What follows belongs to an exercise in optimizing a design on an open flow for small area, a short achievable clock period and few clock cycles; a production flow would make more cautious choices. Only simulation tests tie the RTL to the original design; equivalence was not proved.

==> flow/run.sh <==
#!/bin/bash
# synth_recipe.tcl (not shown) runs the flow's synth.tcl, then flattens the netlist and writes it again
# the make line also repeats each setting of config.mk as NAME=value (left out here)
make -C /OpenROAD-flow-scripts/flow DESIGN_CONFIG=/design/flow/config.mk WORK_HOME=/design/flow/orfs CLKGATE_MAP_FILE= SYNTH_SCRIPT=/design/flow/synth_recipe.tcl finish
==> flow/config.mk <==
export PLATFORM = sky130hd
export DESIGN_NAME = png_unfilter
export DESIGN_NICKNAME = png_unfilter
export VERILOG_FILES = /design/flow/design.v
export SDC_FILE = /design/flow/constraint.sdc
export NUM_CORES = 4
export LEC_CHECK = 0
export CAP_MARGIN = 20
export CORE_MARGIN = 2
export CORE_UTILIZATION = 40
export PLACE_DENSITY = 0.6
export SLEW_MARGIN = 20
==> flow/constraint.sdc <==
create_clock -name core_clock -period 12.5 [get_ports {clk}]
set_input_delay 2.5000 -clock core_clock [delete_from_list [all_inputs] [get_ports {clk}]]
set_output_delay 2.5000 -clock core_clock [all_outputs]
set_load 0.01 [all_outputs]
==> flow/design.v <==
module png_unfilter #(
    parameter ROWBUF_BYTES = 64
) (
    input  wire       clk,
    input  wire       rst,             
    input  wire       start,
    input  wire [7:0] cfg_width,
    input  wire [7:0] cfg_height,
    input  wire [2:0] cfg_colortype,
    input  wire [4:0] cfg_bitdepth,
    input  wire       cfg_interlace,
    input  wire       in_valid,
    output wire       in_ready,
    input  wire [7:0] in_data,
    output reg        out_valid,
    input  wire       out_ready,
    output reg  [7:0] out_data,
    output reg        out_last,
    output wire       busy,
    output reg        done,
    output reg        fault,
    output reg  [3:0] fault_code
);
    localparam [3:0] FC_CORRUPT_CHUNK = 4'd3;
    localparam [3:0] FC_UNSUPPORTED   = 4'd6;
    localparam [2:0] S_IDLE  = 3'd0,
                     S_CHECK = 3'd1,
                     S_PASS  = 3'd2,
                     S_FILT  = 3'd3,
                     S_DATA  = 3'd4,
                     S_DRAIN = 3'd5;
    reg [2:0] state;
    reg [7:0] width, height;
    reg [2:0] colortype;
    reg [4:0] bitdepth;
    reg       interlace;
    reg [6:0] bits_pp;      
    reg [3:0] bpp;          
    reg [2:0] pass;         
    reg [7:0] pass_h;       
    reg [7:0] row;          
    reg [6:0] row_bytes;    
    reg [6:0] idx;          
    reg       first_row;    
    reg [2:0] filt;         
    reg       bad_filter;   
    reg [7:0] prior [0:ROWBUF_BYTES-1];
    reg [7:0] hist_a [0:7];    
    reg [7:0] hist_c [0:7];    
    reg [2:0] bands;
    reg       legal_pair;
    always @(*) begin
        bands      = 3'd1;
        legal_pair = 1'b0;
        case (colortype)
            3'd0: begin bands = 3'd1; legal_pair = (bitdepth == 5'd1) || (bitdepth == 5'd2) ||
                                                     (bitdepth == 5'd4) || (bitdepth == 5'd8) ||
                                                     (bitdepth == 5'd16); end
            3'd2: begin bands = 3'd3; legal_pair = (bitdepth == 5'd8) || (bitdepth == 5'd16); end
            3'd3: begin bands = 3'd1; legal_pair = (bitdepth == 5'd1) || (bitdepth == 5'd2) ||
                                                     (bitdepth == 5'd4) || (bitdepth == 5'd8); end
            3'd4: begin bands = 3'd2; legal_pair = (bitdepth == 5'd8) || (bitdepth == 5'd16); end
            3'd6: begin bands = 3'd4; legal_pair = (bitdepth == 5'd8) || (bitdepth == 5'd16); end
            default: begin bands = 3'd1; legal_pair = 1'b0; end
        endcase
    end
    wire [6:0]  cfg_bits_pp = bands * bitdepth;
    wire [14:0] full_bits   = width * cfg_bits_pp;
    wire [11:0] full_bytes  = (full_bits + 15'd7) >> 3;
    wire        cfg_ok      = (width != 8'd0) && (height != 8'd0) && legal_pair &&
                              (full_bytes <= ROWBUF_BYTES);
    reg [2:0] xo, yo;
    reg [1:0] xs_log, ys_log;
    always @(*) begin
        if (!interlace) begin
            xo = 3'd0; yo = 3'd0; xs_log = 2'd0; ys_log = 2'd0;
        end else begin
            case (pass)
                3'd0:    begin xo = 3'd0; yo = 3'd0; xs_log = 2'd3; ys_log = 2'd3; end
                3'd1:    begin xo = 3'd4; yo = 3'd0; xs_log = 2'd3; ys_log = 2'd3; end
                3'd2:    begin xo = 3'd0; yo = 3'd4; xs_log = 2'd2; ys_log = 2'd3; end
                3'd3:    begin xo = 3'd2; yo = 3'd0; xs_log = 2'd2; ys_log = 2'd2; end
                3'd4:    begin xo = 3'd0; yo = 3'd2; xs_log = 2'd1; ys_log = 2'd2; end
                3'd5:    begin xo = 3'd1; yo = 3'd0; xs_log = 2'd1; ys_log = 2'd1; end
                default: begin xo = 3'd0; yo = 3'd1; xs_log = 2'd0; ys_log = 2'd1; end
            endcase
        end
    end
    wire [7:0]  pw = (width  > {5'd0, xo}) ? (((width  - {5'd0, xo} - 8'd1) >> xs_log) + 8'd1) : 8'd0;
    wire [7:0]  ph = (height > {5'd0, yo}) ? (((height - {5'd0, yo} - 8'd1) >> ys_log) + 8'd1) : 8'd0;
    wire [14:0] pass_bits  = pw * bits_pp;
    wire [11:0] pass_bytes = (pass_bits + 15'd7) >> 3;
    wire        last_pass  = !interlace || (pass == 3'd6);
    wire [7:0] a = hist_a[bpp - 4'd1];
    wire [7:0] b = first_row ? 8'd0 : prior[idx];
    wire [7:0] c = hist_c[bpp - 4'd1];
    wire signed [10:0] p  = $signed({3'b000, a}) + $signed({3'b000, b}) - $signed({3'b000, c});
    wire signed [10:0] da = p - $signed({3'b000, a});
    wire signed [10:0] db = p - $signed({3'b000, b});
    wire signed [10:0] dc = p - $signed({3'b000, c});
    wire [10:0] pa = da[10] ? -da : da;
    wire [10:0] pb = db[10] ? -db : db;
    wire [10:0] pc = dc[10] ? -dc : dc;
    wire [7:0]  paeth = ((pa <= pb) && (pa <= pc)) ? a : ((pb <= pc) ? b : c);
    wire [8:0] avg_sum = {1'b0, a} + {1'b0, b};
    reg [7:0] pred;
    always @(*) begin
        case (filt)
            3'd1:    pred = a;
            3'd2:    pred = b;
            3'd3:    pred = avg_sum[8:1];
            3'd4:    pred = paeth;
            default: pred = 8'd0;
        endcase
    end
    wire [7:0] recon = in_data + pred;
    wire out_free = !out_valid || out_ready;
    assign in_ready = (state == S_FILT) || ((state == S_DATA) && out_free);
    wire   in_fire  = in_valid && in_ready;
    assign busy     = (state != S_IDLE);
    wire row_end  = (idx == row_bytes - 7'd1);
    wire pass_end = (row == pass_h - 8'd1);
    integer k;
    always @(posedge clk) begin
        if (rst) begin
            state      <= S_IDLE;
            out_valid  <= 1'b0;
            out_data   <= 8'd0;
            out_last   <= 1'b0;
            done       <= 1'b0;
            fault      <= 1'b0;
            fault_code <= 4'd0;
            bad_filter <= 1'b0;
        end else begin
            if (out_valid && out_ready)
                out_valid <= 1'b0;
            case (state)
                S_IDLE: begin
                    if (start) begin
                        width      <= cfg_width;
                        height     <= cfg_height;
                        colortype  <= cfg_colortype;
                        bitdepth   <= cfg_bitdepth;
                        interlace  <= cfg_interlace;
                        done       <= 1'b0;
                        fault      <= 1'b0;
                        fault_code <= 4'd0;
                        bad_filter <= 1'b0;
                        state      <= S_CHECK;
                    end
                end
                S_CHECK: begin
                    if (!cfg_ok) begin
                        fault      <= 1'b1;
                        fault_code <= FC_UNSUPPORTED;
                        state      <= S_IDLE;
                    end else begin
                        bits_pp <= cfg_bits_pp;
                        bpp     <= (cfg_bits_pp < 7'd8) ? 4'd1 : cfg_bits_pp[6:3];
                        pass    <= 3'd0;
                        state   <= S_PASS;
                    end
                end
                S_PASS: begin
                    if (pw == 8'd0 || ph == 8'd0) begin
                        if (last_pass)
                            state <= S_DRAIN;
                        else
                            pass <= pass + 3'd1;
                    end else begin
                        pass_h    <= ph;
                        row       <= 8'd0;
                        row_bytes <= pass_bytes[6:0];
                        first_row <= 1'b1;
                        state     <= S_FILT;
                    end
                end
                S_FILT: begin
                    if (in_fire) begin
                        if (in_data > 8'd4) begin
                            bad_filter <= 1'b1;
                            state      <= S_DRAIN;
                        end else begin
                            filt  <= in_data[2:0];
                            idx   <= 7'd0;
                            for (k = 0; k < 8; k = k + 1) begin
                                hist_a[k] <= 8'd0;
                                hist_c[k] <= 8'd0;
                            end
                            state <= S_DATA;
                        end
                    end
                end
                S_DATA: begin
                    if (in_fire) begin
                        out_valid   <= 1'b1;
                        out_data    <= recon;
                        out_last    <= row_end;
                        prior[idx]  <= recon;
                        hist_a[0]   <= recon;
                        hist_c[0]   <= b;
                        for (k = 1; k < 8; k = k + 1) begin
                            hist_a[k] <= hist_a[k-1];
                            hist_c[k] <= hist_c[k-1];
                        end
                        idx <= idx + 7'd1;
                        if (row_end) begin
                            first_row <= 1'b0;
                            row       <= row + 8'd1;
                            if (!pass_end) begin
                                state <= S_FILT;
                            end else if (last_pass) begin
                                state <= S_DRAIN;
                            end else begin
                                pass  <= pass + 3'd1;
                                state <= S_PASS;
                            end
                        end
                    end
                end
                S_DRAIN: begin
                    if (!out_valid || out_ready) begin
                        state <= S_IDLE;
                        if (bad_filter) begin
                            fault      <= 1'b1;
                            fault_code <= FC_CORRUPT_CHUNK;
                        end else begin
                            done <= 1'b1;
                        end
                    end
                end
                default: state <= S_IDLE;
            endcase
        end
    end
endmodule
==> notes.md <==
-- cells by family (layout without fill, tap and decap cells) --
group / count (synthesis) / count (layout) / synth area share (%)
AO/OA/AOI/OAI: 423 / 423 / 7.20
XOR/XNOR: 139 / 139 / 3.13
adder cells (fa/ha/maj): 229 / 229 / 8.70
buffers and inverters: 293 / 410 / 2.90
flip-flops: 736 / 736 / 55.8
multiplexers: 225 / 225 / 11.6
other: 2 / 3 / 0.0192
AND/OR/NAND/NOR: 813 / 813 / 10.6
-- worst max-delay path: cells and delay by family, from the launching register on --
kind / cells / cell delay [ns]
and+or+nand+nor: 13 / 3.09
AOI/OAI and AO/OA: 17 / 3.01
muxes: 4 / 1.92
adders and majority gates: 6 / 1.86
buffers and inverters: 4 / 0.72
DFF: 1 / 0.49
xor gates and xnor gates: 1 / 0.24
-- synth_stat cells, types with 5 or more instances --
library cell,n
or3_1,19
dfxtp_1,24
fa_1,73
xor2_1,46
o22ai_1,16
a21o_1,43
and2_1,187
nand4_1,12
inv_1,171
o211ai_1,8
nor4_1,5
nor2b_1,23
o21ai_0,86
nand2_1,151
mux2i_1,32
nor3_1,32
o21bai_1,17
o21a_1,9
o31ai_1,6
nor3b_1,7
a22o_1,9
ha_1,155
a21oi_1,102
a311oi_1,5
nor2_1,208
nand3b_1,10
a31oi_1,19
mux2_2,9
a21boi_0,9
nand2b_1,30
or2_2,10
edfxtp_1,712
xnor2_1,92
buf_1,24
buf_2,6
nand3_1,60
clkbuf_1,86
a211oi_1,18
mux4_2,182
a22oi_1,11
and3_1,33
-- final cells by class --
type,instances,share of cell area [%]
Timing Repair Buffer,102,2.38
Inverter,172,1.47
Sequential cell,736,49.7
Multi-Input combinational cell,1832,37.1
Tap cell,1276,3.63
Clock inverter,43,1.26
Clock buffer,93,4.49
-- through the flow --
stage / instances
global placement: 4115
finish: 4254
floorplan: 2861
detailed placement: 4115
global route: 4254
CTS: 4251
-- metal layers --
layer	part of all wire, %	global-route usage (%)
met5	0.028	0
met4	2.3	5.23
met2	47	30.6
met3	5.8	2.88
met1	45	26.6
-- registers in the layout, summed over array words and instances (netlist names), 3 cells and up, named ones only --
register / count
filt: 3
bitdepth: 5
row_bytes: 7
pass: 3
bpp: 3
hist_a: 64
idx: 7
pass_h: 8
colortype: 3
fault_code: 3
width: 8
row: 8
prior: 512
height: 8
state: 3
out_data: 8
bits_pp: 7
hist_c: 64
-- worst paths after layout --
check / start / endpoint / slack [ns] / cells past startpoint
setup reg to reg: flip-flop / prior[50][7]$_DFFE_PP_ / 0.72 / 45
hold reg to reg: out_data[5]$_SDFFE_PP0P_ / out_data[5]$_SDFFE_PP0P_ / 0.46 / 2
setup / recovery: flip-flop / prior[50][7]$_DFFE_PP_ / 0.72 / 45
hold / removal: out_data[5]$_SDFFE_PP0P_ / out_data[5]$_SDFFE_PP0P_ / 0.46 / 2
==> flow_summary.json <==
{
  "skew_ns": 0.0313,
  "drtIter0Drc": 2119,
  "core_mm2": 0.0969,
  "async_reset_ff_share_pct": 0,
  "ant_nets": 0,
  "synth_ff_type": "edfxtp_1",
  "crit_slowest_cell": "or4_4",
  "syn2layout_area_growth_pct": 12.3,
  "clkTransAtPathRegs_ns": 0.06,
  "antennaDiodeCount": 0,
  "start_kind": "flip-flop",
  "cap_violations": 0,
  "vias": 23900,
  "holdWs_ns": 0.461,
  "final_common_cell": "edfxtp_1",
  "core.rowCount": 114,
  "cp_max_fo": 65,
  "synth_area_leaders": "edfxtp_1, mux4_2, ha_1",
  "period_needed_ns": 11.78,
  "outcome": "finished clean",
  "grt_pass1_vias": 24400,
  "ys_warn_count": 3,
  "viasPerCell": 5.62,
  "clockBufferDepth": 3,
  "drv_slew": 0,
  "ys_seq_area_share_pct": 55.8,
  "endpoint_kind": "flip-flop",
  "finalInstanceArea_mm2": 0.0440,
  "num-nets-final": 3186,
  "avgSynthCellArea_um2": 13.7,
  "drive_above_1_share_pct": 13.5,
  "cp_slowest_stage_delay_ns": 0.57,
  "clk_latency_ns": 0.64,
  "hold_viol_final": 0,
  "chipHeight_um": 317,
  "ctsResizeCount": 0,
  "layout_common_cells": "edfxtp_1, nor2_1, and2_1",
  "placed_area_mm2": 0.0414,
  "arrival_ns": 12.07,
  "synth_cell_types": 100,
  "dieArea_mm2": 0.100,
  "yosys.area.top_type_share_pct": 54.6,
  "timing.fmax_mhz": 84.9,
  "ctsHoldBuffers": 0,
  "die-width_um": 317,
  "clock-sinks": 736,
  "syn_inst": 2860,
  "cts_buffers": 76,
  "tns_ns": 0,
  "place_congestion": 0.923,
  "crit_top_cell": "a21oi_1",
  "pin_count": 56,
  "antenna_found_initial": 3,
  "grt_pass1_wl_um": 146000,
  "grt_max_degree": 128,
  "netlist_area_mm2": 0.0392,
  "regArea_mm2": 0.0219,
  "cts_root_buf": "clkbuf_16",
  "worstMarginPinSlew_ns": 1.21,
  "yosys.area.top_type": "edfxtp_1",
  "start_util_pct": 40.5,
  "cts_setup_buffers": 0,
  "place_ws_ns": 0.524,
  "synth_edf_count": 712,
  "min_period_over_period_pct": 94.2,
  "htree_levels": 3,
  "fillerInstances": 8379,
  "rsz0062_at_grt": "false",
  "drc": 0,
  "min_path_type": "reg2reg",
  "drt_wl_total_um": 95200,
  "path_class": "reg2reg",
  "ys_seq_elements": 736,
  "port_buffers": 54,
  "grt_util_all_layers_pct": 18.9,
  "place_hpwl_um": 66100,
  "grt_overflow": 0,
  "dr.pass1.iters": 5,
  "worstPathRequired_ns": 12.80,
  "relSlewSlack_pct": 19.0,
  "setup_ws_ns": 0.723,
  "cts_tree": "built",
  "final_core_util_pct": 45.4,
  "finalSetupViolCount": 0,
  "wl_per_cell_um": 22.4,
  "multi_input_area_mm2": 0.0163
}
Testbench counts, summed over its fixed seeds: cycles 111,982.

## what the ideal ports hide
No port has a modelled driver above. Below, the same layout with a new extraction and two added sets of constraints. Step 1, drivers: a clkbuf_16 drives clk and a buf_2 each remaining input, both assumed. Step 2, shift: input delay + t, output delay - t, t = (earliest + latest rising clock arrival at the registers) / 2. This alone moves slack from input paths to output paths. a / b / c = no drivers / after step 1 / after step 2; a / b = the first two.
shift t [ns]: 0.696
setup slack, ns: 0.723 / 0.723 / 0.723
hold slack, ns: 0.461 / 0.461 / 0.461
worst data-port slew with drivers (ns): 0.07
After both steps this run still meets setup and hold. For this run, drivers alone change the setup slack by 0.000 ns; drivers and shift together by 0.000 ns.
